From an optimization exercise on the open Yosys and OpenROAD flow, aimed at small area, a short achievable clock period and few clock cycles; shortcuts taken in it are not production practice. No functional check of the RTL was part of any run shown here. Power is estimated from default activity; no workload was simulated.

**flow/constraint.sdc**
```tcl
create_clock -name core_clock -period 13.0 [get_ports {clk}]
set_input_delay 2.6000 -clock core_clock [delete_from_list [all_inputs] [get_ports {clk}]]
set_output_delay 2.6000 -clock core_clock [all_outputs]
set_load 0.01 [all_outputs]
```
**flow/config.mk**
```make
export PLATFORM = sky130hd
export DESIGN_NAME = dither_mono
export DESIGN_NICKNAME = dither_mono
export VERILOG_FILES = /design/flow/design.v
export SDC_FILE = /design/flow/constraint.sdc
export NUM_CORES = 4
export LEC_CHECK = 0
export CAP_MARGIN = 20
export CORE_MARGIN = 2
export CORE_UTILIZATION = 60
export CTS_CLUSTER_DIAMETER = 60
export CTS_CLUSTER_SIZE = 25
export PLACE_DENSITY = 0.7
export SLEW_MARGIN = 20
```
**flow/design.v**
```verilog
module dither_mono #(
    parameter W = 32
) (
    input  wire        clk,
    input  wire        rst,
    input  wire        in_valid,
    output wire        in_ready,
    input  wire [15:0] in_pixel,
    input  wire        in_sof,
    input  wire [7:0]  cfg_thr,
    input  wire        cfg_dither,
    output wire        out_valid,
    input  wire        out_ready,
    output wire [7:0]  out_byte
);
    function [5:0] q7_off(input [6:0] s);
        case (s)
        7'd0: q7_off = 6'd0;
        7'd1: q7_off = 6'd0;
        7'd2: q7_off = 6'd0;
        7'd3: q7_off = 6'd1;
        7'd4: q7_off = 6'd1;
        7'd5: q7_off = 6'd2;
        7'd6: q7_off = 6'd2;
        7'd7: q7_off = 6'd3;
        7'd8: q7_off = 6'd3;
        7'd9: q7_off = 6'd3;
        7'd10: q7_off = 6'd4;
        7'd11: q7_off = 6'd4;
        7'd12: q7_off = 6'd5;
        7'd13: q7_off = 6'd5;
        7'd14: q7_off = 6'd6;
        7'd15: q7_off = 6'd6;
        7'd16: q7_off = 6'd7;
        7'd17: q7_off = 6'd7;
        7'd18: q7_off = 6'd7;
        7'd19: q7_off = 6'd8;
        7'd20: q7_off = 6'd8;
        7'd21: q7_off = 6'd9;
        7'd22: q7_off = 6'd9;
        7'd23: q7_off = 6'd10;
        7'd24: q7_off = 6'd10;
        7'd25: q7_off = 6'd10;
        7'd26: q7_off = 6'd11;
        7'd27: q7_off = 6'd11;
        7'd28: q7_off = 6'd12;
        7'd29: q7_off = 6'd12;
        7'd30: q7_off = 6'd13;
        7'd31: q7_off = 6'd13;
        7'd32: q7_off = 6'd14;
        7'd33: q7_off = 6'd14;
        7'd34: q7_off = 6'd14;
        7'd35: q7_off = 6'd15;
        7'd36: q7_off = 6'd15;
        7'd37: q7_off = 6'd16;
        7'd38: q7_off = 6'd16;
        7'd39: q7_off = 6'd17;
        7'd40: q7_off = 6'd17;
        7'd41: q7_off = 6'd17;
        7'd42: q7_off = 6'd18;
        7'd43: q7_off = 6'd18;
        7'd44: q7_off = 6'd19;
        7'd45: q7_off = 6'd19;
        7'd46: q7_off = 6'd20;
        7'd47: q7_off = 6'd20;
        7'd48: q7_off = 6'd21;
        7'd49: q7_off = 6'd21;
        7'd50: q7_off = 6'd21;
        7'd51: q7_off = 6'd22;
        7'd52: q7_off = 6'd22;
        7'd53: q7_off = 6'd23;
        7'd54: q7_off = 6'd23;
        7'd55: q7_off = 6'd24;
        7'd56: q7_off = 6'd24;
        7'd57: q7_off = 6'd24;
        7'd58: q7_off = 6'd25;
        7'd59: q7_off = 6'd25;
        7'd60: q7_off = 6'd26;
        7'd61: q7_off = 6'd26;
        7'd62: q7_off = 6'd27;
        7'd63: q7_off = 6'd27;
        7'd64: q7_off = 6'd36;
        7'd65: q7_off = 6'd36;
        7'd66: q7_off = 6'd36;
        7'd67: q7_off = 6'd37;
        7'd68: q7_off = 6'd37;
        7'd69: q7_off = 6'd38;
        7'd70: q7_off = 6'd38;
        7'd71: q7_off = 6'd39;
        7'd72: q7_off = 6'd39;
        7'd73: q7_off = 6'd39;
        7'd74: q7_off = 6'd40;
        7'd75: q7_off = 6'd40;
        7'd76: q7_off = 6'd41;
        7'd77: q7_off = 6'd41;
        7'd78: q7_off = 6'd42;
        7'd79: q7_off = 6'd42;
        7'd80: q7_off = 6'd43;
        7'd81: q7_off = 6'd43;
        7'd82: q7_off = 6'd43;
        7'd83: q7_off = 6'd44;
        7'd84: q7_off = 6'd44;
        7'd85: q7_off = 6'd45;
        7'd86: q7_off = 6'd45;
        7'd87: q7_off = 6'd46;
        7'd88: q7_off = 6'd46;
        7'd89: q7_off = 6'd46;
        7'd90: q7_off = 6'd47;
        7'd91: q7_off = 6'd47;
        7'd92: q7_off = 6'd48;
        7'd93: q7_off = 6'd48;
        7'd94: q7_off = 6'd49;
        7'd95: q7_off = 6'd49;
        7'd96: q7_off = 6'd50;
        7'd97: q7_off = 6'd50;
        7'd98: q7_off = 6'd50;
        7'd99: q7_off = 6'd51;
        7'd100: q7_off = 6'd51;
        7'd101: q7_off = 6'd52;
        7'd102: q7_off = 6'd52;
        7'd103: q7_off = 6'd53;
        7'd104: q7_off = 6'd53;
        7'd105: q7_off = 6'd53;
        7'd106: q7_off = 6'd54;
        7'd107: q7_off = 6'd54;
        7'd108: q7_off = 6'd55;
        7'd109: q7_off = 6'd55;
        7'd110: q7_off = 6'd56;
        7'd111: q7_off = 6'd56;
        7'd112: q7_off = 6'd57;
        7'd113: q7_off = 6'd57;
        7'd114: q7_off = 6'd57;
        7'd115: q7_off = 6'd58;
        7'd116: q7_off = 6'd58;
        7'd117: q7_off = 6'd59;
        7'd118: q7_off = 6'd59;
        7'd119: q7_off = 6'd60;
        7'd120: q7_off = 6'd60;
        7'd121: q7_off = 6'd60;
        7'd122: q7_off = 6'd61;
        7'd123: q7_off = 6'd61;
        7'd124: q7_off = 6'd62;
        7'd125: q7_off = 6'd62;
        7'd126: q7_off = 6'd63;
        7'd127: q7_off = 6'd63;
        endcase
    endfunction
    function [5:0] q7_on(input [6:0] s);
        case (s)
        7'd0: q7_on = 6'd36;
        7'd1: q7_on = 6'd36;
        7'd2: q7_on = 6'd37;
        7'd3: q7_on = 6'd37;
        7'd4: q7_on = 6'd38;
        7'd5: q7_on = 6'd38;
        7'd6: q7_on = 6'd39;
        7'd7: q7_on = 6'd39;
        7'd8: q7_on = 6'd39;
        7'd9: q7_on = 6'd40;
        7'd10: q7_on = 6'd40;
        7'd11: q7_on = 6'd41;
        7'd12: q7_on = 6'd41;
        7'd13: q7_on = 6'd42;
        7'd14: q7_on = 6'd42;
        7'd15: q7_on = 6'd43;
        7'd16: q7_on = 6'd43;
        7'd17: q7_on = 6'd43;
        7'd18: q7_on = 6'd44;
        7'd19: q7_on = 6'd44;
        7'd20: q7_on = 6'd45;
        7'd21: q7_on = 6'd45;
        7'd22: q7_on = 6'd46;
        7'd23: q7_on = 6'd46;
        7'd24: q7_on = 6'd46;
        7'd25: q7_on = 6'd47;
        7'd26: q7_on = 6'd47;
        7'd27: q7_on = 6'd48;
        7'd28: q7_on = 6'd48;
        7'd29: q7_on = 6'd49;
        7'd30: q7_on = 6'd49;
        7'd31: q7_on = 6'd50;
        7'd32: q7_on = 6'd50;
        7'd33: q7_on = 6'd50;
        7'd34: q7_on = 6'd51;
        7'd35: q7_on = 6'd51;
        7'd36: q7_on = 6'd52;
        7'd37: q7_on = 6'd52;
        7'd38: q7_on = 6'd53;
        7'd39: q7_on = 6'd53;
        7'd40: q7_on = 6'd53;
        7'd41: q7_on = 6'd54;
        7'd42: q7_on = 6'd54;
        7'd43: q7_on = 6'd55;
        7'd44: q7_on = 6'd55;
        7'd45: q7_on = 6'd56;
        7'd46: q7_on = 6'd56;
        7'd47: q7_on = 6'd57;
        7'd48: q7_on = 6'd57;
        7'd49: q7_on = 6'd57;
        7'd50: q7_on = 6'd58;
        7'd51: q7_on = 6'd58;
        7'd52: q7_on = 6'd59;
        7'd53: q7_on = 6'd59;
        7'd54: q7_on = 6'd60;
        7'd55: q7_on = 6'd60;
        7'd56: q7_on = 6'd60;
        7'd57: q7_on = 6'd61;
        7'd58: q7_on = 6'd61;
        7'd59: q7_on = 6'd62;
        7'd60: q7_on = 6'd62;
        7'd61: q7_on = 6'd63;
        7'd62: q7_on = 6'd63;
        7'd63: q7_on = 6'd0;
        7'd64: q7_on = 6'd0;
        7'd65: q7_on = 6'd0;
        7'd66: q7_on = 6'd1;
        7'd67: q7_on = 6'd1;
        7'd68: q7_on = 6'd2;
        7'd69: q7_on = 6'd2;
        7'd70: q7_on = 6'd3;
        7'd71: q7_on = 6'd3;
        7'd72: q7_on = 6'd3;
        7'd73: q7_on = 6'd4;
        7'd74: q7_on = 6'd4;
        7'd75: q7_on = 6'd5;
        7'd76: q7_on = 6'd5;
        7'd77: q7_on = 6'd6;
        7'd78: q7_on = 6'd6;
        7'd79: q7_on = 6'd7;
        7'd80: q7_on = 6'd7;
        7'd81: q7_on = 6'd7;
        7'd82: q7_on = 6'd8;
        7'd83: q7_on = 6'd8;
        7'd84: q7_on = 6'd9;
        7'd85: q7_on = 6'd9;
        7'd86: q7_on = 6'd10;
        7'd87: q7_on = 6'd10;
        7'd88: q7_on = 6'd10;
        7'd89: q7_on = 6'd11;
        7'd90: q7_on = 6'd11;
        7'd91: q7_on = 6'd12;
        7'd92: q7_on = 6'd12;
        7'd93: q7_on = 6'd13;
        7'd94: q7_on = 6'd13;
        7'd95: q7_on = 6'd14;
        7'd96: q7_on = 6'd14;
        7'd97: q7_on = 6'd14;
        7'd98: q7_on = 6'd15;
        7'd99: q7_on = 6'd15;
        7'd100: q7_on = 6'd16;
        7'd101: q7_on = 6'd16;
        7'd102: q7_on = 6'd17;
        7'd103: q7_on = 6'd17;
        7'd104: q7_on = 6'd17;
        7'd105: q7_on = 6'd18;
        7'd106: q7_on = 6'd18;
        7'd107: q7_on = 6'd19;
        7'd108: q7_on = 6'd19;
        7'd109: q7_on = 6'd20;
        7'd110: q7_on = 6'd20;
        7'd111: q7_on = 6'd21;
        7'd112: q7_on = 6'd21;
        7'd113: q7_on = 6'd21;
        7'd114: q7_on = 6'd22;
        7'd115: q7_on = 6'd22;
        7'd116: q7_on = 6'd23;
        7'd117: q7_on = 6'd23;
        7'd118: q7_on = 6'd24;
        7'd119: q7_on = 6'd24;
        7'd120: q7_on = 6'd24;
        7'd121: q7_on = 6'd25;
        7'd122: q7_on = 6'd25;
        7'd123: q7_on = 6'd26;
        7'd124: q7_on = 6'd26;
        7'd125: q7_on = 6'd27;
        7'd126: q7_on = 6'd27;
        7'd127: q7_on = 6'd28;
        endcase
    endfunction
    function [5:0] q5_off(input [6:0] s);
        case (s)
        7'd0: q5_off = 6'd0;
        7'd1: q5_off = 6'd0;
        7'd2: q5_off = 6'd0;
        7'd3: q5_off = 6'd0;
        7'd4: q5_off = 6'd1;
        7'd5: q5_off = 6'd1;
        7'd6: q5_off = 6'd1;
        7'd7: q5_off = 6'd2;
        7'd8: q5_off = 6'd2;
        7'd9: q5_off = 6'd2;
        7'd10: q5_off = 6'd3;
        7'd11: q5_off = 6'd3;
        7'd12: q5_off = 6'd3;
        7'd13: q5_off = 6'd4;
        7'd14: q5_off = 6'd4;
        7'd15: q5_off = 6'd4;
        7'd16: q5_off = 6'd5;
        7'd17: q5_off = 6'd5;
        7'd18: q5_off = 6'd5;
        7'd19: q5_off = 6'd5;
        7'd20: q5_off = 6'd6;
        7'd21: q5_off = 6'd6;
        7'd22: q5_off = 6'd6;
        7'd23: q5_off = 6'd7;
        7'd24: q5_off = 6'd7;
        7'd25: q5_off = 6'd7;
        7'd26: q5_off = 6'd8;
        7'd27: q5_off = 6'd8;
        7'd28: q5_off = 6'd8;
        7'd29: q5_off = 6'd9;
        7'd30: q5_off = 6'd9;
        7'd31: q5_off = 6'd9;
        7'd32: q5_off = 6'd10;
        7'd33: q5_off = 6'd10;
        7'd34: q5_off = 6'd10;
        7'd35: q5_off = 6'd10;
        7'd36: q5_off = 6'd11;
        7'd37: q5_off = 6'd11;
        7'd38: q5_off = 6'd11;
        7'd39: q5_off = 6'd12;
        7'd40: q5_off = 6'd12;
        7'd41: q5_off = 6'd12;
        7'd42: q5_off = 6'd13;
        7'd43: q5_off = 6'd13;
        7'd44: q5_off = 6'd13;
        7'd45: q5_off = 6'd14;
        7'd46: q5_off = 6'd14;
        7'd47: q5_off = 6'd14;
        7'd48: q5_off = 6'd15;
        7'd49: q5_off = 6'd15;
        7'd50: q5_off = 6'd15;
        7'd51: q5_off = 6'd15;
        7'd52: q5_off = 6'd16;
        7'd53: q5_off = 6'd16;
        7'd54: q5_off = 6'd16;
        7'd55: q5_off = 6'd17;
        7'd56: q5_off = 6'd17;
        7'd57: q5_off = 6'd17;
        7'd58: q5_off = 6'd18;
        7'd59: q5_off = 6'd18;
        7'd60: q5_off = 6'd18;
        7'd61: q5_off = 6'd19;
        7'd62: q5_off = 6'd19;
        7'd63: q5_off = 6'd19;
        7'd64: q5_off = 6'd44;
        7'd65: q5_off = 6'd44;
        7'd66: q5_off = 6'd44;
        7'd67: q5_off = 6'd44;
        7'd68: q5_off = 6'd45;
        7'd69: q5_off = 6'd45;
        7'd70: q5_off = 6'd45;
        7'd71: q5_off = 6'd46;
        7'd72: q5_off = 6'd46;
        7'd73: q5_off = 6'd46;
        7'd74: q5_off = 6'd47;
        7'd75: q5_off = 6'd47;
        7'd76: q5_off = 6'd47;
        7'd77: q5_off = 6'd48;
        7'd78: q5_off = 6'd48;
        7'd79: q5_off = 6'd48;
        7'd80: q5_off = 6'd49;
        7'd81: q5_off = 6'd49;
        7'd82: q5_off = 6'd49;
        7'd83: q5_off = 6'd49;
        7'd84: q5_off = 6'd50;
        7'd85: q5_off = 6'd50;
        7'd86: q5_off = 6'd50;
        7'd87: q5_off = 6'd51;
        7'd88: q5_off = 6'd51;
        7'd89: q5_off = 6'd51;
        7'd90: q5_off = 6'd52;
        7'd91: q5_off = 6'd52;
        7'd92: q5_off = 6'd52;
        7'd93: q5_off = 6'd53;
        7'd94: q5_off = 6'd53;
        7'd95: q5_off = 6'd53;
        7'd96: q5_off = 6'd54;
        7'd97: q5_off = 6'd54;
        7'd98: q5_off = 6'd54;
        7'd99: q5_off = 6'd54;
        7'd100: q5_off = 6'd55;
        7'd101: q5_off = 6'd55;
        7'd102: q5_off = 6'd55;
        7'd103: q5_off = 6'd56;
        7'd104: q5_off = 6'd56;
        7'd105: q5_off = 6'd56;
        7'd106: q5_off = 6'd57;
        7'd107: q5_off = 6'd57;
        7'd108: q5_off = 6'd57;
        7'd109: q5_off = 6'd58;
        7'd110: q5_off = 6'd58;
        7'd111: q5_off = 6'd58;
        7'd112: q5_off = 6'd59;
        7'd113: q5_off = 6'd59;
        7'd114: q5_off = 6'd59;
        7'd115: q5_off = 6'd59;
        7'd116: q5_off = 6'd60;
        7'd117: q5_off = 6'd60;
        7'd118: q5_off = 6'd60;
        7'd119: q5_off = 6'd61;
        7'd120: q5_off = 6'd61;
        7'd121: q5_off = 6'd61;
        7'd122: q5_off = 6'd62;
        7'd123: q5_off = 6'd62;
        7'd124: q5_off = 6'd62;
        7'd125: q5_off = 6'd63;
        7'd126: q5_off = 6'd63;
        7'd127: q5_off = 6'd63;
        endcase
    endfunction
    function [5:0] q5_on(input [6:0] s);
        case (s)
        7'd0: q5_on = 6'd44;
        7'd1: q5_on = 6'd44;
        7'd2: q5_on = 6'd44;
        7'd3: q5_on = 6'd45;
        7'd4: q5_on = 6'd45;
        7'd5: q5_on = 6'd45;
        7'd6: q5_on = 6'd46;
        7'd7: q5_on = 6'd46;
        7'd8: q5_on = 6'd46;
        7'd9: q5_on = 6'd47;
        7'd10: q5_on = 6'd47;
        7'd11: q5_on = 6'd47;
        7'd12: q5_on = 6'd48;
        7'd13: q5_on = 6'd48;
        7'd14: q5_on = 6'd48;
        7'd15: q5_on = 6'd49;
        7'd16: q5_on = 6'd49;
        7'd17: q5_on = 6'd49;
        7'd18: q5_on = 6'd49;
        7'd19: q5_on = 6'd50;
        7'd20: q5_on = 6'd50;
        7'd21: q5_on = 6'd50;
        7'd22: q5_on = 6'd51;
        7'd23: q5_on = 6'd51;
        7'd24: q5_on = 6'd51;
        7'd25: q5_on = 6'd52;
        7'd26: q5_on = 6'd52;
        7'd27: q5_on = 6'd52;
        7'd28: q5_on = 6'd53;
        7'd29: q5_on = 6'd53;
        7'd30: q5_on = 6'd53;
        7'd31: q5_on = 6'd54;
        7'd32: q5_on = 6'd54;
        7'd33: q5_on = 6'd54;
        7'd34: q5_on = 6'd54;
        7'd35: q5_on = 6'd55;
        7'd36: q5_on = 6'd55;
        7'd37: q5_on = 6'd55;
        7'd38: q5_on = 6'd56;
        7'd39: q5_on = 6'd56;
        7'd40: q5_on = 6'd56;
        7'd41: q5_on = 6'd57;
        7'd42: q5_on = 6'd57;
        7'd43: q5_on = 6'd57;
        7'd44: q5_on = 6'd58;
        7'd45: q5_on = 6'd58;
        7'd46: q5_on = 6'd58;
        7'd47: q5_on = 6'd59;
        7'd48: q5_on = 6'd59;
        7'd49: q5_on = 6'd59;
        7'd50: q5_on = 6'd59;
        7'd51: q5_on = 6'd60;
        7'd52: q5_on = 6'd60;
        7'd53: q5_on = 6'd60;
        7'd54: q5_on = 6'd61;
        7'd55: q5_on = 6'd61;
        7'd56: q5_on = 6'd61;
        7'd57: q5_on = 6'd62;
        7'd58: q5_on = 6'd62;
        7'd59: q5_on = 6'd62;
        7'd60: q5_on = 6'd63;
        7'd61: q5_on = 6'd63;
        7'd62: q5_on = 6'd63;
        7'd63: q5_on = 6'd0;
        7'd64: q5_on = 6'd0;
        7'd65: q5_on = 6'd0;
        7'd66: q5_on = 6'd0;
        7'd67: q5_on = 6'd1;
        7'd68: q5_on = 6'd1;
        7'd69: q5_on = 6'd1;
        7'd70: q5_on = 6'd2;
        7'd71: q5_on = 6'd2;
        7'd72: q5_on = 6'd2;
        7'd73: q5_on = 6'd3;
        7'd74: q5_on = 6'd3;
        7'd75: q5_on = 6'd3;
        7'd76: q5_on = 6'd4;
        7'd77: q5_on = 6'd4;
        7'd78: q5_on = 6'd4;
        7'd79: q5_on = 6'd5;
        7'd80: q5_on = 6'd5;
        7'd81: q5_on = 6'd5;
        7'd82: q5_on = 6'd5;
        7'd83: q5_on = 6'd6;
        7'd84: q5_on = 6'd6;
        7'd85: q5_on = 6'd6;
        7'd86: q5_on = 6'd7;
        7'd87: q5_on = 6'd7;
        7'd88: q5_on = 6'd7;
        7'd89: q5_on = 6'd8;
        7'd90: q5_on = 6'd8;
        7'd91: q5_on = 6'd8;
        7'd92: q5_on = 6'd9;
        7'd93: q5_on = 6'd9;
        7'd94: q5_on = 6'd9;
        7'd95: q5_on = 6'd10;
        7'd96: q5_on = 6'd10;
        7'd97: q5_on = 6'd10;
        7'd98: q5_on = 6'd10;
        7'd99: q5_on = 6'd11;
        7'd100: q5_on = 6'd11;
        7'd101: q5_on = 6'd11;
        7'd102: q5_on = 6'd12;
        7'd103: q5_on = 6'd12;
        7'd104: q5_on = 6'd12;
        7'd105: q5_on = 6'd13;
        7'd106: q5_on = 6'd13;
        7'd107: q5_on = 6'd13;
        7'd108: q5_on = 6'd14;
        7'd109: q5_on = 6'd14;
        7'd110: q5_on = 6'd14;
        7'd111: q5_on = 6'd15;
        7'd112: q5_on = 6'd15;
        7'd113: q5_on = 6'd15;
        7'd114: q5_on = 6'd15;
        7'd115: q5_on = 6'd16;
        7'd116: q5_on = 6'd16;
        7'd117: q5_on = 6'd16;
        7'd118: q5_on = 6'd17;
        7'd119: q5_on = 6'd17;
        7'd120: q5_on = 6'd17;
        7'd121: q5_on = 6'd18;
        7'd122: q5_on = 6'd18;
        7'd123: q5_on = 6'd18;
        7'd124: q5_on = 6'd19;
        7'd125: q5_on = 6'd19;
        7'd126: q5_on = 6'd19;
        7'd127: q5_on = 6'd20;
        endcase
    endfunction
    function [4:0] q3_off(input [6:0] s);
        case (s)
        7'd0: q3_off = 5'd0;
        7'd1: q3_off = 5'd0;
        7'd2: q3_off = 5'd0;
        7'd3: q3_off = 5'd0;
        7'd4: q3_off = 5'd0;
        7'd5: q3_off = 5'd0;
        7'd6: q3_off = 5'd1;
        7'd7: q3_off = 5'd1;
        7'd8: q3_off = 5'd1;
        7'd9: q3_off = 5'd1;
        7'd10: q3_off = 5'd1;
        7'd11: q3_off = 5'd2;
        7'd12: q3_off = 5'd2;
        7'd13: q3_off = 5'd2;
        7'd14: q3_off = 5'd2;
        7'd15: q3_off = 5'd2;
        7'd16: q3_off = 5'd3;
        7'd17: q3_off = 5'd3;
        7'd18: q3_off = 5'd3;
        7'd19: q3_off = 5'd3;
        7'd20: q3_off = 5'd3;
        7'd21: q3_off = 5'd3;
        7'd22: q3_off = 5'd4;
        7'd23: q3_off = 5'd4;
        7'd24: q3_off = 5'd4;
        7'd25: q3_off = 5'd4;
        7'd26: q3_off = 5'd4;
        7'd27: q3_off = 5'd5;
        7'd28: q3_off = 5'd5;
        7'd29: q3_off = 5'd5;
        7'd30: q3_off = 5'd5;
        7'd31: q3_off = 5'd5;
        7'd32: q3_off = 5'd6;
        7'd33: q3_off = 5'd6;
        7'd34: q3_off = 5'd6;
        7'd35: q3_off = 5'd6;
        7'd36: q3_off = 5'd6;
        7'd37: q3_off = 5'd6;
        7'd38: q3_off = 5'd7;
        7'd39: q3_off = 5'd7;
        7'd40: q3_off = 5'd7;
        7'd41: q3_off = 5'd7;
        7'd42: q3_off = 5'd7;
        7'd43: q3_off = 5'd8;
        7'd44: q3_off = 5'd8;
        7'd45: q3_off = 5'd8;
        7'd46: q3_off = 5'd8;
        7'd47: q3_off = 5'd8;
        7'd48: q3_off = 5'd9;
        7'd49: q3_off = 5'd9;
        7'd50: q3_off = 5'd9;
        7'd51: q3_off = 5'd9;
        7'd52: q3_off = 5'd9;
        7'd53: q3_off = 5'd9;
        7'd54: q3_off = 5'd10;
        7'd55: q3_off = 5'd10;
        7'd56: q3_off = 5'd10;
        7'd57: q3_off = 5'd10;
        7'd58: q3_off = 5'd10;
        7'd59: q3_off = 5'd11;
        7'd60: q3_off = 5'd11;
        7'd61: q3_off = 5'd11;
        7'd62: q3_off = 5'd11;
        7'd63: q3_off = 5'd11;
        7'd64: q3_off = 5'd20;
        7'd65: q3_off = 5'd20;
        7'd66: q3_off = 5'd20;
        7'd67: q3_off = 5'd20;
        7'd68: q3_off = 5'd20;
        7'd69: q3_off = 5'd20;
        7'd70: q3_off = 5'd21;
        7'd71: q3_off = 5'd21;
        7'd72: q3_off = 5'd21;
        7'd73: q3_off = 5'd21;
        7'd74: q3_off = 5'd21;
        7'd75: q3_off = 5'd22;
        7'd76: q3_off = 5'd22;
        7'd77: q3_off = 5'd22;
        7'd78: q3_off = 5'd22;
        7'd79: q3_off = 5'd22;
        7'd80: q3_off = 5'd23;
        7'd81: q3_off = 5'd23;
        7'd82: q3_off = 5'd23;
        7'd83: q3_off = 5'd23;
        7'd84: q3_off = 5'd23;
        7'd85: q3_off = 5'd23;
        7'd86: q3_off = 5'd24;
        7'd87: q3_off = 5'd24;
        7'd88: q3_off = 5'd24;
        7'd89: q3_off = 5'd24;
        7'd90: q3_off = 5'd24;
        7'd91: q3_off = 5'd25;
        7'd92: q3_off = 5'd25;
        7'd93: q3_off = 5'd25;
        7'd94: q3_off = 5'd25;
        7'd95: q3_off = 5'd25;
        7'd96: q3_off = 5'd26;
        7'd97: q3_off = 5'd26;
        7'd98: q3_off = 5'd26;
        7'd99: q3_off = 5'd26;
        7'd100: q3_off = 5'd26;
        7'd101: q3_off = 5'd26;
        7'd102: q3_off = 5'd27;
        7'd103: q3_off = 5'd27;
        7'd104: q3_off = 5'd27;
        7'd105: q3_off = 5'd27;
        7'd106: q3_off = 5'd27;
        7'd107: q3_off = 5'd28;
        7'd108: q3_off = 5'd28;
        7'd109: q3_off = 5'd28;
        7'd110: q3_off = 5'd28;
        7'd111: q3_off = 5'd28;
        7'd112: q3_off = 5'd29;
        7'd113: q3_off = 5'd29;
        7'd114: q3_off = 5'd29;
        7'd115: q3_off = 5'd29;
        7'd116: q3_off = 5'd29;
        7'd117: q3_off = 5'd29;
        7'd118: q3_off = 5'd30;
        7'd119: q3_off = 5'd30;
        7'd120: q3_off = 5'd30;
        7'd121: q3_off = 5'd30;
        7'd122: q3_off = 5'd30;
        7'd123: q3_off = 5'd31;
        7'd124: q3_off = 5'd31;
        7'd125: q3_off = 5'd31;
        7'd126: q3_off = 5'd31;
        7'd127: q3_off = 5'd31;
        endcase
    endfunction
    function [4:0] q3_on(input [6:0] s);
        case (s)
        7'd0: q3_on = 5'd20;
        7'd1: q3_on = 5'd20;
        7'd2: q3_on = 5'd20;
        7'd3: q3_on = 5'd20;
        7'd4: q3_on = 5'd20;
        7'd5: q3_on = 5'd21;
        7'd6: q3_on = 5'd21;
        7'd7: q3_on = 5'd21;
        7'd8: q3_on = 5'd21;
        7'd9: q3_on = 5'd21;
        7'd10: q3_on = 5'd22;
        7'd11: q3_on = 5'd22;
        7'd12: q3_on = 5'd22;
        7'd13: q3_on = 5'd22;
        7'd14: q3_on = 5'd22;
        7'd15: q3_on = 5'd23;
        7'd16: q3_on = 5'd23;
        7'd17: q3_on = 5'd23;
        7'd18: q3_on = 5'd23;
        7'd19: q3_on = 5'd23;
        7'd20: q3_on = 5'd23;
        7'd21: q3_on = 5'd24;
        7'd22: q3_on = 5'd24;
        7'd23: q3_on = 5'd24;
        7'd24: q3_on = 5'd24;
        7'd25: q3_on = 5'd24;
        7'd26: q3_on = 5'd25;
        7'd27: q3_on = 5'd25;
        7'd28: q3_on = 5'd25;
        7'd29: q3_on = 5'd25;
        7'd30: q3_on = 5'd25;
        7'd31: q3_on = 5'd26;
        7'd32: q3_on = 5'd26;
        7'd33: q3_on = 5'd26;
        7'd34: q3_on = 5'd26;
        7'd35: q3_on = 5'd26;
        7'd36: q3_on = 5'd26;
        7'd37: q3_on = 5'd27;
        7'd38: q3_on = 5'd27;
        7'd39: q3_on = 5'd27;
        7'd40: q3_on = 5'd27;
        7'd41: q3_on = 5'd27;
        7'd42: q3_on = 5'd28;
        7'd43: q3_on = 5'd28;
        7'd44: q3_on = 5'd28;
        7'd45: q3_on = 5'd28;
        7'd46: q3_on = 5'd28;
        7'd47: q3_on = 5'd29;
        7'd48: q3_on = 5'd29;
        7'd49: q3_on = 5'd29;
        7'd50: q3_on = 5'd29;
        7'd51: q3_on = 5'd29;
        7'd52: q3_on = 5'd29;
        7'd53: q3_on = 5'd30;
        7'd54: q3_on = 5'd30;
        7'd55: q3_on = 5'd30;
        7'd56: q3_on = 5'd30;
        7'd57: q3_on = 5'd30;
        7'd58: q3_on = 5'd31;
        7'd59: q3_on = 5'd31;
        7'd60: q3_on = 5'd31;
        7'd61: q3_on = 5'd31;
        7'd62: q3_on = 5'd31;
        7'd63: q3_on = 5'd0;
        7'd64: q3_on = 5'd0;
        7'd65: q3_on = 5'd0;
        7'd66: q3_on = 5'd0;
        7'd67: q3_on = 5'd0;
        7'd68: q3_on = 5'd0;
        7'd69: q3_on = 5'd1;
        7'd70: q3_on = 5'd1;
        7'd71: q3_on = 5'd1;
        7'd72: q3_on = 5'd1;
        7'd73: q3_on = 5'd1;
        7'd74: q3_on = 5'd2;
        7'd75: q3_on = 5'd2;
        7'd76: q3_on = 5'd2;
        7'd77: q3_on = 5'd2;
        7'd78: q3_on = 5'd2;
        7'd79: q3_on = 5'd3;
        7'd80: q3_on = 5'd3;
        7'd81: q3_on = 5'd3;
        7'd82: q3_on = 5'd3;
        7'd83: q3_on = 5'd3;
        7'd84: q3_on = 5'd3;
        7'd85: q3_on = 5'd4;
        7'd86: q3_on = 5'd4;
        7'd87: q3_on = 5'd4;
        7'd88: q3_on = 5'd4;
        7'd89: q3_on = 5'd4;
        7'd90: q3_on = 5'd5;
        7'd91: q3_on = 5'd5;
        7'd92: q3_on = 5'd5;
        7'd93: q3_on = 5'd5;
        7'd94: q3_on = 5'd5;
        7'd95: q3_on = 5'd6;
        7'd96: q3_on = 5'd6;
        7'd97: q3_on = 5'd6;
        7'd98: q3_on = 5'd6;
        7'd99: q3_on = 5'd6;
        7'd100: q3_on = 5'd6;
        7'd101: q3_on = 5'd7;
        7'd102: q3_on = 5'd7;
        7'd103: q3_on = 5'd7;
        7'd104: q3_on = 5'd7;
        7'd105: q3_on = 5'd7;
        7'd106: q3_on = 5'd8;
        7'd107: q3_on = 5'd8;
        7'd108: q3_on = 5'd8;
        7'd109: q3_on = 5'd8;
        7'd110: q3_on = 5'd8;
        7'd111: q3_on = 5'd9;
        7'd112: q3_on = 5'd9;
        7'd113: q3_on = 5'd9;
        7'd114: q3_on = 5'd9;
        7'd115: q3_on = 5'd9;
        7'd116: q3_on = 5'd9;
        7'd117: q3_on = 5'd10;
        7'd118: q3_on = 5'd10;
        7'd119: q3_on = 5'd10;
        7'd120: q3_on = 5'd10;
        7'd121: q3_on = 5'd10;
        7'd122: q3_on = 5'd11;
        7'd123: q3_on = 5'd11;
        7'd124: q3_on = 5'd11;
        7'd125: q3_on = 5'd11;
        7'd126: q3_on = 5'd11;
        7'd127: q3_on = 5'd12;
        endcase
    endfunction
    function [3:0] q1_off(input [6:0] s);
        case (s)
        7'd0: q1_off = 4'd0;
        7'd1: q1_off = 4'd1;
        7'd2: q1_off = 4'd2;
        7'd3: q1_off = 4'd2;
        7'd4: q1_off = 4'd2;
        7'd5: q1_off = 4'd2;
        7'd6: q1_off = 4'd2;
        7'd7: q1_off = 4'd1;
        7'd8: q1_off = 4'd2;
        7'd9: q1_off = 4'd3;
        7'd10: q1_off = 4'd2;
        7'd11: q1_off = 4'd2;
        7'd12: q1_off = 4'd2;
        7'd13: q1_off = 4'd2;
        7'd14: q1_off = 4'd2;
        7'd15: q1_off = 4'd3;
        7'd16: q1_off = 4'd1;
        7'd17: q1_off = 4'd2;
        7'd18: q1_off = 4'd3;
        7'd19: q1_off = 4'd3;
        7'd20: q1_off = 4'd3;
        7'd21: q1_off = 4'd3;
        7'd22: q1_off = 4'd3;
        7'd23: q1_off = 4'd2;
        7'd24: q1_off = 4'd3;
        7'd25: q1_off = 4'd4;
        7'd26: q1_off = 4'd3;
        7'd27: q1_off = 4'd3;
        7'd28: q1_off = 4'd3;
        7'd29: q1_off = 4'd3;
        7'd30: q1_off = 4'd3;
        7'd31: q1_off = 4'd4;
        7'd32: q1_off = 4'd2;
        7'd33: q1_off = 4'd3;
        7'd34: q1_off = 4'd4;
        7'd35: q1_off = 4'd4;
        7'd36: q1_off = 4'd4;
        7'd37: q1_off = 4'd4;
        7'd38: q1_off = 4'd4;
        7'd39: q1_off = 4'd3;
        7'd40: q1_off = 4'd4;
        7'd41: q1_off = 4'd5;
        7'd42: q1_off = 4'd4;
        7'd43: q1_off = 4'd4;
        7'd44: q1_off = 4'd4;
        7'd45: q1_off = 4'd4;
        7'd46: q1_off = 4'd4;
        7'd47: q1_off = 4'd5;
        7'd48: q1_off = 4'd3;
        7'd49: q1_off = 4'd4;
        7'd50: q1_off = 4'd5;
        7'd51: q1_off = 4'd5;
        7'd52: q1_off = 4'd5;
        7'd53: q1_off = 4'd5;
        7'd54: q1_off = 4'd5;
        7'd55: q1_off = 4'd4;
        7'd56: q1_off = 4'd5;
        7'd57: q1_off = 4'd6;
        7'd58: q1_off = 4'd5;
        7'd59: q1_off = 4'd5;
        7'd60: q1_off = 4'd5;
        7'd61: q1_off = 4'd5;
        7'd62: q1_off = 4'd5;
        7'd63: q1_off = 4'd6;
        7'd64: q1_off = 4'd12;
        7'd65: q1_off = 4'd13;
        7'd66: q1_off = 4'd14;
        7'd67: q1_off = 4'd14;
        7'd68: q1_off = 4'd14;
        7'd69: q1_off = 4'd14;
        7'd70: q1_off = 4'd14;
        7'd71: q1_off = 4'd13;
        7'd72: q1_off = 4'd14;
        7'd73: q1_off = 4'd15;
        7'd74: q1_off = 4'd14;
        7'd75: q1_off = 4'd14;
        7'd76: q1_off = 4'd14;
        7'd77: q1_off = 4'd14;
        7'd78: q1_off = 4'd14;
        7'd79: q1_off = 4'd15;
        7'd80: q1_off = 4'd13;
        7'd81: q1_off = 4'd14;
        7'd82: q1_off = 4'd15;
        7'd83: q1_off = 4'd15;
        7'd84: q1_off = 4'd15;
        7'd85: q1_off = 4'd15;
        7'd86: q1_off = 4'd15;
        7'd87: q1_off = 4'd14;
        7'd88: q1_off = 4'd15;
        7'd89: q1_off = 4'd0;
        7'd90: q1_off = 4'd15;
        7'd91: q1_off = 4'd15;
        7'd92: q1_off = 4'd15;
        7'd93: q1_off = 4'd15;
        7'd94: q1_off = 4'd15;
        7'd95: q1_off = 4'd0;
        7'd96: q1_off = 4'd14;
        7'd97: q1_off = 4'd15;
        7'd98: q1_off = 4'd0;
        7'd99: q1_off = 4'd0;
        7'd100: q1_off = 4'd0;
        7'd101: q1_off = 4'd0;
        7'd102: q1_off = 4'd0;
        7'd103: q1_off = 4'd15;
        7'd104: q1_off = 4'd0;
        7'd105: q1_off = 4'd1;
        7'd106: q1_off = 4'd0;
        7'd107: q1_off = 4'd0;
        7'd108: q1_off = 4'd0;
        7'd109: q1_off = 4'd0;
        7'd110: q1_off = 4'd0;
        7'd111: q1_off = 4'd1;
        7'd112: q1_off = 4'd15;
        7'd113: q1_off = 4'd0;
        7'd114: q1_off = 4'd1;
        7'd115: q1_off = 4'd1;
        7'd116: q1_off = 4'd1;
        7'd117: q1_off = 4'd1;
        7'd118: q1_off = 4'd1;
        7'd119: q1_off = 4'd0;
        7'd120: q1_off = 4'd1;
        7'd121: q1_off = 4'd2;
        7'd122: q1_off = 4'd1;
        7'd123: q1_off = 4'd1;
        7'd124: q1_off = 4'd1;
        7'd125: q1_off = 4'd1;
        7'd126: q1_off = 4'd1;
        7'd127: q1_off = 4'd2;
        endcase
    endfunction
    function [3:0] q1_on(input [6:0] s);
        case (s)
        7'd0: q1_on = 4'd13;
        7'd1: q1_on = 4'd14;
        7'd2: q1_on = 4'd14;
        7'd3: q1_on = 4'd14;
        7'd4: q1_on = 4'd14;
        7'd5: q1_on = 4'd14;
        7'd6: q1_on = 4'd13;
        7'd7: q1_on = 4'd14;
        7'd8: q1_on = 4'd15;
        7'd9: q1_on = 4'd14;
        7'd10: q1_on = 4'd14;
        7'd11: q1_on = 4'd14;
        7'd12: q1_on = 4'd14;
        7'd13: q1_on = 4'd14;
        7'd14: q1_on = 4'd15;
        7'd15: q1_on = 4'd13;
        7'd16: q1_on = 4'd14;
        7'd17: q1_on = 4'd15;
        7'd18: q1_on = 4'd15;
        7'd19: q1_on = 4'd15;
        7'd20: q1_on = 4'd15;
        7'd21: q1_on = 4'd15;
        7'd22: q1_on = 4'd14;
        7'd23: q1_on = 4'd15;
        7'd24: q1_on = 4'd0;
        7'd25: q1_on = 4'd15;
        7'd26: q1_on = 4'd15;
        7'd27: q1_on = 4'd15;
        7'd28: q1_on = 4'd15;
        7'd29: q1_on = 4'd15;
        7'd30: q1_on = 4'd0;
        7'd31: q1_on = 4'd14;
        7'd32: q1_on = 4'd15;
        7'd33: q1_on = 4'd0;
        7'd34: q1_on = 4'd0;
        7'd35: q1_on = 4'd0;
        7'd36: q1_on = 4'd0;
        7'd37: q1_on = 4'd0;
        7'd38: q1_on = 4'd15;
        7'd39: q1_on = 4'd0;
        7'd40: q1_on = 4'd1;
        7'd41: q1_on = 4'd0;
        7'd42: q1_on = 4'd0;
        7'd43: q1_on = 4'd0;
        7'd44: q1_on = 4'd0;
        7'd45: q1_on = 4'd0;
        7'd46: q1_on = 4'd1;
        7'd47: q1_on = 4'd15;
        7'd48: q1_on = 4'd0;
        7'd49: q1_on = 4'd1;
        7'd50: q1_on = 4'd1;
        7'd51: q1_on = 4'd1;
        7'd52: q1_on = 4'd1;
        7'd53: q1_on = 4'd1;
        7'd54: q1_on = 4'd0;
        7'd55: q1_on = 4'd1;
        7'd56: q1_on = 4'd2;
        7'd57: q1_on = 4'd1;
        7'd58: q1_on = 4'd1;
        7'd59: q1_on = 4'd1;
        7'd60: q1_on = 4'd1;
        7'd61: q1_on = 4'd1;
        7'd62: q1_on = 4'd2;
        7'd63: q1_on = 4'd0;
        7'd64: q1_on = 4'd1;
        7'd65: q1_on = 4'd2;
        7'd66: q1_on = 4'd2;
        7'd67: q1_on = 4'd2;
        7'd68: q1_on = 4'd2;
        7'd69: q1_on = 4'd2;
        7'd70: q1_on = 4'd1;
        7'd71: q1_on = 4'd2;
        7'd72: q1_on = 4'd3;
        7'd73: q1_on = 4'd2;
        7'd74: q1_on = 4'd2;
        7'd75: q1_on = 4'd2;
        7'd76: q1_on = 4'd2;
        7'd77: q1_on = 4'd2;
        7'd78: q1_on = 4'd3;
        7'd79: q1_on = 4'd1;
        7'd80: q1_on = 4'd2;
        7'd81: q1_on = 4'd3;
        7'd82: q1_on = 4'd3;
        7'd83: q1_on = 4'd3;
        7'd84: q1_on = 4'd3;
        7'd85: q1_on = 4'd3;
        7'd86: q1_on = 4'd2;
        7'd87: q1_on = 4'd3;
        7'd88: q1_on = 4'd4;
        7'd89: q1_on = 4'd3;
        7'd90: q1_on = 4'd3;
        7'd91: q1_on = 4'd3;
        7'd92: q1_on = 4'd3;
        7'd93: q1_on = 4'd3;
        7'd94: q1_on = 4'd4;
        7'd95: q1_on = 4'd2;
        7'd96: q1_on = 4'd3;
        7'd97: q1_on = 4'd4;
        7'd98: q1_on = 4'd4;
        7'd99: q1_on = 4'd4;
        7'd100: q1_on = 4'd4;
        7'd101: q1_on = 4'd4;
        7'd102: q1_on = 4'd3;
        7'd103: q1_on = 4'd4;
        7'd104: q1_on = 4'd5;
        7'd105: q1_on = 4'd4;
        7'd106: q1_on = 4'd4;
        7'd107: q1_on = 4'd4;
        7'd108: q1_on = 4'd4;
        7'd109: q1_on = 4'd4;
        7'd110: q1_on = 4'd5;
        7'd111: q1_on = 4'd3;
        7'd112: q1_on = 4'd4;
        7'd113: q1_on = 4'd5;
        7'd114: q1_on = 4'd5;
        7'd115: q1_on = 4'd5;
        7'd116: q1_on = 4'd5;
        7'd117: q1_on = 4'd5;
        7'd118: q1_on = 4'd4;
        7'd119: q1_on = 4'd5;
        7'd120: q1_on = 4'd6;
        7'd121: q1_on = 4'd5;
        7'd122: q1_on = 4'd5;
        7'd123: q1_on = 4'd5;
        7'd124: q1_on = 4'd5;
        7'd125: q1_on = 4'd5;
        7'd126: q1_on = 4'd6;
        7'd127: q1_on = 4'd4;
        endcase
    endfunction
    function [7:0] ks8(input [7:0] a, input [7:0] b);
        reg [7:0] p, g, pp, gg;
        integer   i, d;
        begin
            p  = a ^ b;
            g  = a & b;
            pp = p;
            gg = g;
            for (d = 1; d < 8; d = d * 2)
                for (i = 7; i >= d; i = i - 1) begin
                    gg[i] = gg[i] | (pp[i] & gg[i-d]);
                    pp[i] = pp[i] & pp[i-d];
                end
            ks8 = p ^ {gg[6:0], 1'b0};
        end
    endfunction
    function gtu8(input [7:0] a, input [7:0] b);
        reg     g, e;
        integer i;
        begin
            g = 1'b0;
            e = 1'b1;
            for (i = 7; i >= 0; i = i - 1) begin
                g = g | (e & a[i] & ~b[i]);
                e = e & (a[i] | ~b[i]) & (~a[i] | b[i]);
            end
            gtu8 = g;
        end
    endfunction
    function [5:0] intensity(input [15:0] p);
        reg [5:0] a, b, c;
        reg       ab, cb, ac;
        begin
            a  = {p[4:0], 1'b0};
            b  = p[10:5];
            c  = {p[15:11], 1'b0};
            ab = gtu8({2'b00, a}, {2'b00, b});
            cb = gtu8({2'b00, c}, {2'b00, b});
            ac = gtu8({3'b000, p[4:0]}, {3'b000, p[15:11]});
            if (ac)
                intensity = ab ? a : b;
            else
                intensity = cb ? c : b;
        end
    endfunction
    wire       f1_go, f2_go, x_go;
    wire       pb_wr;
    wire       g_valid_n, fr_valid_n, x_sure_n;
    wire              a_we;
    wire [4:0]        a_wpos;
    wire signed [6:0] a_wdata;
    reg        in_ready_r;
    reg        iv;
    reg [15:0] ipix;
    reg        isof, idith;
    reg [5:0]  ithr;
    wire acc_in = in_valid & in_ready_r;
    assign in_ready = in_ready_r;
    always @(posedge clk) begin
        if (~iv | pb_wr) begin
            ipix  <= in_pixel;
            isof  <= in_sof;
            ithr  <= cfg_thr[7:2];
            idith <= cfg_dither;
        end
    end
    reg [5:0]  pb [0:31];
    reg [5:0]  cnt;           
    reg        rowfull;       
    reg [4:0]  wx;            
    reg        w_wdir;        
    reg        w_rdir;        
    reg        w_odd, w_first, w_dith;
    reg [5:0]  w_t6;
    reg [4:0]  rk;            
    assign     pb_wr    = iv & (~cnt[5] | f1_go);
    wire       w_new    = (wx == 5'd0);
    wire       wdir_eff = w_new ? w_rdir : w_wdir;
    wire [4:0] wp       = wx ^ {5{wdir_eff}};
    wire       iv_n     = acc_in | (iv & ~pb_wr);
    wire       w_row    = pb_wr & w_new;
    wire       w_odd_n  = w_row ? (~isof & ~w_odd) : w_odd;
    wire       w_first_n = w_row ? isof : w_first;
    wire       w_dith_n = (w_row & isof) ? idith : w_dith;
    wire [5:0] w_t6_n   = (w_row & isof) ? ithr : w_t6;
    wire       w_rdir_n = (w_row & ~isof) ? (w_rdir ^ ~w_odd) : w_rdir;
    wire [5:0] cnt_n    = cnt + {5'd0, pb_wr} - {5'd0, f1_go};
    wire       full_n   = (cnt[5] & (pb_wr | ~f1_go)) | ((cnt == 6'd31) & pb_wr & ~f1_go);
    wire       f1_sure_n = ~g_valid_n | ~fr_valid_n | x_sure_n;
    always @(posedge clk) begin
        if (pb_wr)
            pb[wp] <= intensity(ipix);
    end
    always @(posedge clk) begin
        if (rst) begin
            in_ready_r <= 1'b1;
            iv         <= 1'b0;
            cnt        <= 6'd0;
            rowfull    <= 1'b0;
            wx         <= 5'd0;
            w_rdir     <= 1'b0;
            w_wdir     <= 1'b0;
            w_odd      <= 1'b1;
        end else begin
            in_ready_r <= ~iv_n | ~full_n | f1_sure_n;
            iv         <= iv_n;
            cnt        <= cnt_n;
            rowfull    <= (pb_wr & (wx == 5'd31)) | (rowfull & ~(f1_go & (rk == 5'd31)));
            if (pb_wr)
                wx <= wx + 5'd1;
            if (w_row)
                w_wdir <= w_rdir;
            w_odd   <= w_odd_n;
            w_first <= w_first_n;
            w_dith  <= w_dith_n;
            w_t6    <= w_t6_n;
            w_rdir  <= w_rdir_n;
        end
    end
    reg        rs;            
    reg        r_odd, r_zero, r_dith, r_rdir;
    reg [5:0]  r_t6;
    reg [4:0]  rp_r, fx_r;    
    wire       rs_n   = f1_go ? (rk == 5'd31) : rs;
    wire       f_odd  = r_odd;
    wire       f_zero = r_zero;
    wire       f_dith = r_dith;
    wire [5:0] f_t6   = r_t6;
    wire [4:0] rp     = rp_r;
    wire [4:0] fx     = fx_r;
    wire       avail  = f_odd ? rowfull : (cnt != 6'd0);
    reg signed [6:0]  el [0:31];   
    wire [5:0]        v      = pb[rp];
    wire signed [6:0] el_rd  = (a_we && a_wpos == fx) ? a_wdata : el[fx];
    reg               g_valid;
    reg [5:0]         g_v;
    reg signed [6:0]  g_tv;        
    reg signed [6:0]  g_el;
    reg [4:0]         g_x;
    reg               g_rs, g_last, g_zero, g_dith, g_odd;
    assign f1_go     = avail & (~g_valid | f2_go);
    assign g_valid_n = f1_go | (g_valid & ~f2_go);
    always @(posedge clk) begin
        if (rst) begin
            rk      <= 5'd0;
            rs      <= 1'b1;
            g_valid <= 1'b0;
        end else begin
            if (f1_go)
                rk <= rk + 5'd1;
            rs <= rs_n;
            if (rs_n) begin
                r_odd  <= w_odd_n;
                r_zero <= w_first_n | ~w_dith_n;
                r_dith <= w_dith_n;
                r_rdir <= w_rdir_n;
                r_t6   <= w_t6_n;
                rp_r   <= {5{w_rdir_n}};
                fx_r   <= {5{w_odd_n}};
            end else if (f1_go) begin
                rp_r <= r_rdir ? rp_r - 5'd1 : rp_r + 5'd1;
                fx_r <= r_odd  ? fx_r - 5'd1 : fx_r + 5'd1;
            end
            g_valid <= g_valid_n;
        end
        if (f1_go) begin
            g_v    <= v;
            g_tv   <= ~ks8({2'b11, ~f_t6}, {2'b00, v});    
            g_el   <= el_rd;
            g_x    <= fx;
            g_rs   <= rs;
            g_last <= (rk == 5'd31);
            g_zero <= f_zero;
            g_dith <= f_dith;
            g_odd  <= f_odd;
        end else if (a_we && a_wpos == g_x) begin
            g_el   <= a_wdata;
        end
    end
    reg               fr_valid;
    reg [6:0]         fr_b0;      
    reg signed [7:0]  fr_t;       
    reg               fr_dith, fr_odd, fr_last, fr_rs;
    reg [4:0]         fr_x;
    reg signed [5:0]  accA;        
    reg signed [3:0]  accB;        
    wire signed [5:0] accA_n;
    wire signed [3:0] accB_n;
    wire              caseA = fr_valid;
    wire signed [6:0] err0  = caseA ? {{3{accB_n[3]}}, accB_n} : {accA_n[5], accA_n};
    wire signed [6:0] errl  = (a_we && a_wpos == g_x) ? a_wdata : g_el;
    wire signed [6:0] err   = g_zero ? 7'sd0 : (g_rs ? err0 : errl);
    wire signed [7:0] base  = ks8({2'b00, g_v}, {err[6], err});
    assign f2_go      = g_valid & (~fr_valid | x_go);
    assign fr_valid_n = f2_go | (fr_valid & ~x_go);
    always @(posedge clk) begin
        if (rst)
            fr_valid <= 1'b0;
        else
            fr_valid <= fr_valid_n;
        if (f2_go) begin
            fr_b0   <= base[6:0];
            fr_t    <= ~ks8(~{g_tv[6], g_tv}, {err[6], err});    
            fr_dith <= g_dith;
            fr_odd  <= g_odd;
            fr_last <= g_last;
            fr_rs   <= g_rs;
            fr_x    <= g_x;
        end
    end
    reg signed [5:0]  carry;
    wire [7:0]        s0w  = ks8({1'b0, fr_b0}, {{2{carry[5]}}, carry});
    wire [6:0]        s0   = s0w[6:0];
    wire              on   = gtu8({~carry[5], {2{carry[5]}}, carry[4:0]}, {~fr_t[7], fr_t[6:0]});
    wire [5:0]        q7   = on ? q7_on(s0) : q7_off(s0);
    wire [5:0]        q5   = on ? q5_on(s0) : q5_off(s0);
    wire              sel_q5 = g_valid & ~g_zero;
    reg  [31:0] dec;
    reg  [3:0]  pend;
    reg  [1:0]  nb;
    reg         ov;
    reg  [7:0]  ob;
    reg         pxg_r;        
    reg         nbx_r;        
    wire        cap       = ~ov & pend[nb];
    wire [1:0]  xg        = fr_x[4:3];
    wire        dec_block = pxg_r & (ov | ~nbx_r);
    wire        bdone     = fr_odd ? (fr_x[2:0] == 3'd0) : (fr_x[2:0] == 3'd7);
    wire [3:0]  pend_n    = (pend & ~(cap ? (4'd1 << nb) : 4'd0))
                          | ((x_go & bdone) ? (4'd1 << xg) : 4'd0);
    wire [1:0]  xg_n      = f2_go ? g_x[4:3] : xg;
    assign x_go = fr_valid & ~dec_block;
    assign x_sure_n = ~pend_n[xg_n] | (~(cap | ov) & (nb + {1'b0, cap} == xg_n));
    reg               er_valid, er_rs;
    reg [4:0]         er_wpos;
    reg signed [4:0]  er_q3;
    reg signed [5:0]  er_q5;
    reg signed [3:0]  er_q1;
    always @(posedge clk) begin
        if (rst) begin
            carry    <= 6'sd0;
            er_valid <= 1'b0;
            pend     <= 4'd0;
            pxg_r    <= 1'b0;
            nbx_r    <= 1'b0;
            nb       <= 2'd0;
            ov       <= 1'b0;
        end else begin
            if (x_go) begin
                if (fr_last | ~fr_dith)
                    carry <= (fr_last & sel_q5) ? q5 : 6'sd0;
                else
                    carry <= q7;
            end
            er_valid <= x_go;
            pend <= pend_n;
            pxg_r <= pend_n[xg_n];
            nbx_r <= (nb + {1'b0, cap} == xg_n);
            if (cap)
                nb <= nb + 2'd1;
            ov <= cap | (ov & ~out_ready);
        end
        if (x_go) begin
            dec[fr_x] <= on;
            er_rs     <= fr_rs;
            er_wpos   <= fr_odd ? fr_x + 5'd1 : fr_x - 5'd1;
            er_q3     <= on ? q3_on(s0) : q3_off(s0);
            er_q5     <= q5;
            er_q1     <= on ? q1_on(s0) : q1_off(s0);
        end
        if (cap)
            ob <= dec[nb*8 +: 8];
    end
    assign out_valid = ov;
    assign out_byte  = ob;
    assign a_we    = er_valid & ~er_rs;
    assign a_wpos  = er_wpos;
    wire [7:0] a_sum3 = ks8({{2{accA[5]}}, accA}, {{3{er_q3[4]}}, er_q3});
    wire [7:0] a_sum5 = ks8({{4{accB[3]}}, accB}, {{2{er_q5[5]}}, er_q5});
    assign a_wdata = a_sum3[6:0];
    assign accA_n  = er_valid ? (er_rs ? er_q5 : a_sum5[5:0]) : accA;
    assign accB_n  = er_valid ? er_q1 : accB;
    always @(posedge clk) begin
        accA <= accA_n;
        accB <= accB_n;
        if (a_we)
            el[a_wpos] <= a_wdata;
    end
endmodule
```
**flow/standard.sh**
```bash
#!/bin/bash
# synth_recipe.tcl (not shown) runs the flow's synth.tcl, then flattens the netlist and writes it again
# the make line also repeats each setting of config.mk as NAME=value (left out here)
make -C /OpenROAD-flow-scripts/flow DESIGN_CONFIG=/design/flow/config.mk WORK_HOME=/design/flow/orfs CLKGATE_MAP_FILE= SYNTH_SCRIPT=/design/flow/synth_recipe.tcl "${@:-finish}"
```
**flow/flow/run.sh**
```bash
#!/bin/bash
# The standard layout, with every port buffered by a buf_4 instead of the
# default port buffer, and timing repair aiming for more setup slack than
# the clock period needs.
set -euo pipefail
export BUFFER_PORTS_ARGS="-buffer_cell sky130_fd_sc_hd__buf_4"
export SETUP_SLACK_MARGIN=9.3
bash standard.sh finish > flow_make.log 2>&1
```
==> impl_metrics.csv, run 1 <==
group,metric,value,unit
timing,min_period_over_period,28.60,%
worst_setup_path,worstSetupPathType,"reg -> out",
drt,drt_iter0_markers,1567,
die,start_util,61.00,%
placed_design,gp_congestion,0.8992,
min_path,hp-start,"fr_rs",
worst_setup_path,cp_top_family,"flip-flops",
timing,fin_ws,9282,ps
yosys,synth_area_leader_cell,"edfxtp_1",
die,die-area,50520,sq um
yosys,ys_async_sr_fraction,0,%
timing,fmaxAchievable,0.2690,GHz
clock_network,htree_levels,2,
timing,post-route-min-period,3718,ps
power_and_ir_drop,static-leakage-power,0.01099,uW
clock_network,cts_tree,"yes",
yosys,synthFlopType,"edfxtp_1",
global_route,grt_pass1_wl,93440,microns
yosys,yosysWarnings,1,
clock_network,cts_buffer_depth,3,
die,core_area,47950,sq um
worst_setup_path,worstReg2RegStart,"carry[0]",
yosys,synthTopCellsByArea,"edfxtp_1 (59%), mux4_2 (11%), dfxtp_1 (4.7%)",
timing,slew_headroom,29.75,%
timing,worstMarginPinSlew,1054,ps
yosys,synth_edf_count,575,
die,io_pins,40,
clock_network,clk_pin_slew_worst_paths,90,ps
worst_setup_path,reg2reg_depth,10,
global_route,grt_use_total,24.32,%
yosys,yosysMostFrequentCell,"edfxtp_1",
power_and_ir_drop,power.total,6734,uW
worst_setup_path,crit_chain,"buf_6",
yosys,syn_area_per_cell,14.99,sq um
die,num_rows,80,
timing,final-hold-violation-count,0,
die,die_w,224.8,microns
timing,rsz0062_at_grt,"yes",
power_and_ir_drop,powerDensity,209.8,nW/um^2
drt,vias,16690,
drt,drc,0,
drt,via_per_inst,6.336,
global_route,antenna_found_initial,0,
min_path,min_path_cells,0,
worst_setup_path,critPathMaxStageDelay,390,ps
yosys,synth_nets,2071,
timing,clock_skew,26.35,ps
worst_setup_path,start_kind,"register",
status,status,"timing/DRC/antenna clean",
placed_design,dp.final_hpwl,39500,microns
drt,dr.pass1.iters,5,
cells_and_area,fin_nets,2109,
die,die_y,224.8,microns
worst_setup_path,cp.required,10400,ps
yosys,synth_top_area_share,59.04,%
placed_design,port-buffer-count,37,
worst_setup_path,rr_endpoint,"carry[1]",
yosys,synth_commonest_cells,"edfxtp_1 (575), nor2_1 (170), mux4_2 (139)",
cells_and_area,layout-drive-gt1-share,20.06,%
worst_setup_path,critPathSlowestCell,"edfxtp_1",
drt,route.detailed.wl_per_inst,23.11,microns
timing,slew_violations,0,
yosys,synth.distinct_cells,82,
worst_setup_path,arrival,1120,ps
clock_network,clock_latency,600,ps
timing,fin_setup_tns,0,ps
worst_setup_path,cp_max_fo,1,
placed_design,dp_slack,8678,ps
yosys,synthesis.area,29250,sq um
yosys,synth_seq_cells,643,
run,drv_cap,0,
cells_and_area,antenna_cells,0,
timing,setup_viol,0,
power_and_ir_drop,ir_drop,189.1,uV
worst_setup_path,crit_path_end_kind,"output pin",
global_route,grt_pass1_vias,16356,
clock_network,ctsHoldBuffers,0,
global_route,grt.overflow.total,0,
drt,drtAntennaViolNets,0,
cells_and_area,area_growth,9.767,%
global_route,grt_max_degree,57,
min_path,hold-path-endpoint,"er_rs",
clock_network,numCtsBuffers,41,
yosys,synthCells,1951,
clock_network,clock-sinks,643,
clock_network,cts_root_buf,"clkbuf_16",
worst_setup_path,r2r_setup_slack,9430,ps
min_path,min-delay-path-class,"reg -> reg",
drt,route.final.wire_length,60860,microns
yosys,yosysSeqAreaShare,63.69,%
worst_setup_path,crit_buf_inv,1,
==> cells by family after synthesis <==
logic type	after synthesis	synth area share, %
compound gates	333	7.397
xor+xnor	73	2.212
fa+ha+maj	99	4.419
buf+inv	187	2.494
flops	643	63.69
mux	212	13.36
simple gates	404	6.422
==> final cells by class <==
cell class	count	area, sq um
Timing Repair Buffer	85	773.2
Tap cell	615	769.5
Clock buffer	45	1084
Inverter	96	371.6
Multi-Input combinational cell	1122	10120
Clock inverter	28	332.8
Sequential cell	643	18650
Fill cell	3320	15840
==> metal layers <==
metal	part of all wire, %	vias up	global-route usage [%]	routed length, microns
met5	0	-	0	0
met3	6.0	86	3.096	3654
li1	-	7589	-	-
met1	44	8434	35.69	26670
met2	48	581	39.65	29480
met4	1.7	0	5.277	1058
==> sequential cells by signal, summed over array words and instances, names as in the netlist, 7 cells and up, named ones only <==
name	count
pb	192
ob	8
dec	32
fr_t	8
el	224
ipix	16
g_el	7
fr_b0	7
g_tv	7
==> placed cells by master (no fill, tap or decap), drive strengths merged, types with 18 or more instances in the layout <==
| cell | count |
|---|---|
| a211oi | 18 |
| a21o | 24 |
| a21oi | 98 |
| buf | 84 |
| clkbuf | 46 |
| dfxtp | 68 |
| edfxtp | 575 |
| ha | 80 |
| inv | 108 |
| mux2 | 38 |
| mux2i | 36 |
| mux4 | 139 |
| nand2 | 83 |
| nand3 | 22 |
| nor2 | 171 |
| nor2b | 22 |
| nor3 | 28 |
| o21ai | 70 |
| xnor2 | 54 |
| xor2 | 19 |
==> worst max path at each step <==
stage          startpoint     endpoint  cells after the start
6_report            ob[0]  out_byte[0]                      1
5_1_grt             ob[2]  out_byte[2]                      1
4_1_cts             ob[5]  out_byte[5]                      1
3_5_place_dp          rst     carry[2]                      5
3_3_place_gp          rst     carry[2]                      5
2_1_floorplan     ipix[6]     pb[0][1]                      9
==> power by group <==
group / switching [uW] / internal (uW) / total [uW]
clock: 740 / 665 / 1400
combinational: 1370 / 1010 / 2380
sequential: 191 / 2760 / 2950
==> metrics by stage <==
step           util (%)  hold WS, ps  instances  area [sq um]
2_1_floorplan         -        400.3       1951         29280
3_3_place_gp      63.02        400.8       2534         30210
3_5_place_dp      63.07        407.4       2536         30240
4_1_cts           66.41        427.6       2619         31840
5_1_grt           66.95        437.2       2634         32100
6_report          66.95        421.7       2634         32100
==> timing repair <==
action / 4_1_cts / 5_1_grt
pin swaps: 1 / 2
setup endpoints to repair: 33 / 46
buffers inserted: 10 / 13
gates resized for setup: 26 / 29
gates cloned: 0 / 2
==> run 2: changes to the inputs <==
--- a/flow/config.mk
+++ b/flow/config.mk
@@ -7,8 +7,8 @@
 export LEC_CHECK = 0
 export CAP_MARGIN = 20
 export CORE_MARGIN = 2
-export CORE_UTILIZATION = 60
+export CORE_UTILIZATION = 70
 export CTS_CLUSTER_DIAMETER = 60
 export CTS_CLUSTER_SIZE = 25
-export PLACE_DENSITY = 0.7
+export PLACE_DENSITY = 0.8
 export SLEW_MARGIN = 20
==> run 2 against run 1 <==
Effect of this change:
- still clean
- setup slack gained 0.99 ps
- die area shrank 14%
- hold slack gained 1.8 ps
- clock skew grew 11 ps
==> impl_metrics.csv, run 2 <==
group,metric,value,unit
placed_design,dp_slack,8740,ps
power_and_ir_drop,comb_power_share,36.2,%
global_route,grt_most_used_layer,"met2",
power_and_ir_drop,power_frac_seq,43.3,%
timing,fmaxAchievable,0.2690,GHz
timing,fin_setup_tns,0,ps
yosys,synthFlopType,"edfxtp_1",
clock_network,cts_buffer_depth,3,
yosys,synth_edf_count,575,
min_path,min-delay-path-class,"reg -> reg",
cells_and_area,largestRegisters,"el: 224 flops, pb: 192 flops, dec: 32 flops",
die,die_w,208.4,microns
yosys,yosysWarnings,1,
power_and_ir_drop,powerDensity,210.0,nW/um^2
cells_and_area,fill_cells,2245,
yosys,synthCells,1951,
placed_design,dpl_cell_area,30110,sq um
placed_design,dpl.cell_count,2450,
die,die_y,208.4,microns
yosys,synthSimpleGateAreaFrac,6.422,%
worst_setup_path,start_kind,"register",
die,die-area,43430,sq um
yosys,synth_nets,2071,
timing,setup_viol,0,
global_route,use_met3,3.849,%
yosys,synthTopCellsByArea,"edfxtp_1 (59%), mux4_2 (11%), dfxtp_1 (4.7%)",
drt,via_per_inst,6.781,
min_path,min_path_cells,0,
yosys,synthAdderAreaFrac,4.419,%
min_path,hp-start,"fr_rs",
yosys,synth_commonest_cells,"edfxtp_1 (575), nor2_1 (170), mux4_2 (139)",
global_route,grt_use_total,29.71,%
power_and_ir_drop,static-leakage-power,0.01107,uW
yosys,synth.area.mux_share,13.36,%
global_route,met1_usage,41.49,%
worst_setup_path,critPathSlowestCell,"fa_1",
cells_and_area,layout_common_cells,"edfxtp_1 (575), nor2_1 (167), mux4_2 (139)",
drt,dr.pass1.iters,6,
global_route,grt_pass1_wl,98240,microns
power_and_ir_drop,switchingPower,2313,uW
timing,clock_skew,37.12,ps
global_route,grt_max_degree,57,
placed_design,dp.final_hpwl,39970,microns
timing,min_period_over_period,28.59,%
worst_setup_path,worstSetupPathType,"reg -> reg",
drt,drtAntennaViolNets,0,
clock_network,numCtsBuffers,39,
power_and_ir_drop,power.total,6752,uW
worst_setup_path,arrival,4040,ps
power_and_ir_drop,power_switching_share,34.26,%
cells_and_area,layout-drive-gt1-share,20.56,%
clock_network,clock-sinks,643,
clock_network,htree_levels,2,
placed_design,gp_congestion,0.9053,
drt,drt_iter0_markers,1971,
die,num_rows,74,
cells_and_area,regMostFlops,"el",
worst_setup_path,cp_max_fo,3,
drt,drc,0,
global_route,met2_usage,49.60,%
yosys,synth-xor-area-share,2.212,%
yosys,synth_compound_area_share,7.397,%
worst_setup_path,r2r_setup_slack,9280,ps
worst_setup_path,cp.required,13320,ps
timing,slew_violations,0,
worst_setup_path,rr_endpoint,"fr_t[7]",
worst_setup_path,worst_path_most_repeated_cell,"a21oi_1",
drt,route.detailed.wl_per_inst,25.01,microns
worst_setup_path,crit_start,"er_q5[0]",
yosys,synth_top_area_share,59.04,%
worst_setup_path,reg2reg_depth,15,
worst_setup_path,critPathMaxStageDelay,490,ps
clock_network,cts_tree,"yes",
timing,rsz0062_at_grt,"yes",
status,status,"timing/DRC/antenna clean",
global_route,antenna_found_initial,0,
cells_and_area,final_area,32150,sq um
cells_and_area,fin_nets,2124,
die,core_area,41020,sq um
yosys,synth.distinct_cells,82,
yosys,ys_async_sr_fraction,0,%
timing,final-hold-violation-count,0,
yosys,syn_area_per_cell,14.99,sq um
worst_setup_path,crit_path_end_kind,"register",
run,drv_cap,0,
worst_setup_path,crit_buf_inv,1,
timing,worstMarginPinSlew,1103,ps
die,io_pins,40,
clock_network,cts_root_buf,"clkbuf_16",
yosys,yosysMostFrequentCell,"edfxtp_1",
yosys,synth_area_leader_cell,"edfxtp_1",
placed_design,port-buffer-count,37,
yosys,synthesis.area,29250,sq um
worst_setup_path,cp_top_family,"compound AO/OA/AOI/OAI gates",
timing,fin_ws,9283,ps
cells_and_area,final_common_cell,"edfxtp_1",
worst_setup_path,worstReg2RegStart,"er_q5[0]",
clock_network,clock_latency,610,ps
cells_and_area,area_growth,9.934,%
power_and_ir_drop,clockPowerShare,20.6,%
power_and_ir_drop,intPower,4439,uW
yosys,synth_seq_cells,643,
cells_and_area,instances_no_fill,2565,
global_route,grt.overflow.total,0,
worst_setup_path,crit_chain,"ha_1, fa_1, mux2i_1, a21oi_1, a211oi_1, a211o_1, inv_1, ha_1, a21o_1, a21oi_1, o21bai_1, a21oi_1, nor2b_1, nor4_1, a21oi_1",
yosys,yosysSeqAreaShare,63.69,%
yosys,synth_top_family_by_area,"multiplexers",
drt,vias,17392,
die,start_util,71.30,%
cells_and_area,largest_reg_flops,224,
min_path,hold-path-endpoint,"er_rs",
clock_network,clk_pin_slew_worst_paths,100,ps
timing,slew_headroom,25.89,%
cells_and_area,antenna_cells,0,
drt,route.final.wire_length,64160,microns
global_route,grt_pass1_vias,17008,
power_and_ir_drop,ir_drop,193.7,uV
timing,post-route-min-period,3717,ps
run 2: cells by family (layout without fill, tap and decap cells):
logic type	after synthesis	in the layout
flops	643	643
simple gates	404	404
compound gates	333	335
mux	212	213
buf+inv	187	266
fa+ha+maj	99	99
xor+xnor	73	73
run 2: cell type report:
type	count	area [sq um]	area share [%]
multi-input combinational	1124	10170	31.62
timing repair buffer	100	933.4	2.903
inverter	96	375.4	1.167
sequential	643	18650	57.99
clock inverter	27	352.8	1.097
clock buffer	43	1012	3.148
tap	532	665.6	2.070
run 2: layer usage:
| metal | vias up | wire, microns |
|---|---|---|
| li1 | 7614 | - |
| met1 | 8710 | 25300 |
| met2 | 899 | 31710 |
| met3 | 169 | 4741 |
| met4 | 0 | 2399 |
| met5 | - | 0 |
run 2: what timing repair did:
item | 4_1_cts | 5_1_grt
setup endpoints to repair | 97 | 244
pin swaps | 4 | 7
hold buffers | 0 | 0
cloned | 3 | 2
gates resized for setup | 29 | 31
buffers inserted | 10 | 30
run 2: per-stage QoR:
| stage | util (%) | hold WS, ps |
|---|---|---|
| final | 78.38 | 423.5 |
| after global routing | 78.38 | 433.6 |
| after CTS | 77.40 | 424.0 |
| after detailed placement | 73.42 | 406.5 |
| after global placement | 73.34 | 401.5 |
| after floorplan | - | 400.3 |
run 2: power groups by stage:
stage / Clock [uW] / Sequential, uW / Combinational [uW]
CTS: 1400 / 2920 / 2330
global route: 1460 / 2950 / 2630
floorplan: 0 / 2870 / 1680
global placement: 0 / 2960 / 2170
detailed placement: 0 / 2970 / 2250
finish: 1390 / 2920 / 2440
run 2: worst max path at each step:
stage	endpoint	depth (start not counted)
after floorplan	pb[0][1]	9
after global placement	carry[2]	5
after detailed placement	carry[2]	5
after CTS	pb[28][5]	10
after global routing	fr_t[7]	15
final	fr_t[7]	15

==> static timing again, ports no longer ideal <==
Ports are ideal in the flow. The routed layouts listed here were re-timed in OpenROAD.
Step 1 sets driving cells, clkbuf_16 on the clock port and buf_2 on the other inputs (assumed; they add their load-dependent delay and slew).
Step 2 also shifts input and output timing later by t, the mid clock arrival at the registers, as if the neighbouring blocks saw the same clock.
Slacks: no drivers / after step 1 / after step 2; pairs: no drivers / after step 1.
run | t, ns | setup WS [ns] | worst setup path at the end | clock arrival spread, ns | cell pins on the clock port's net
run 1 | 0.639 | 9.282 / 9.225 / 8.949 | input to register | 0.029 / 0.029 | 1
run 2 | 0.642 | 9.283 / 9.232 / 8.938 | input to register | 0.044 / 0.044 | 1
After both steps setup and hold are still met in every run listed. For run 2, which loses most, drivers alone change the setup slack by -0.051 ns; drivers and shift together by -0.345 ns.
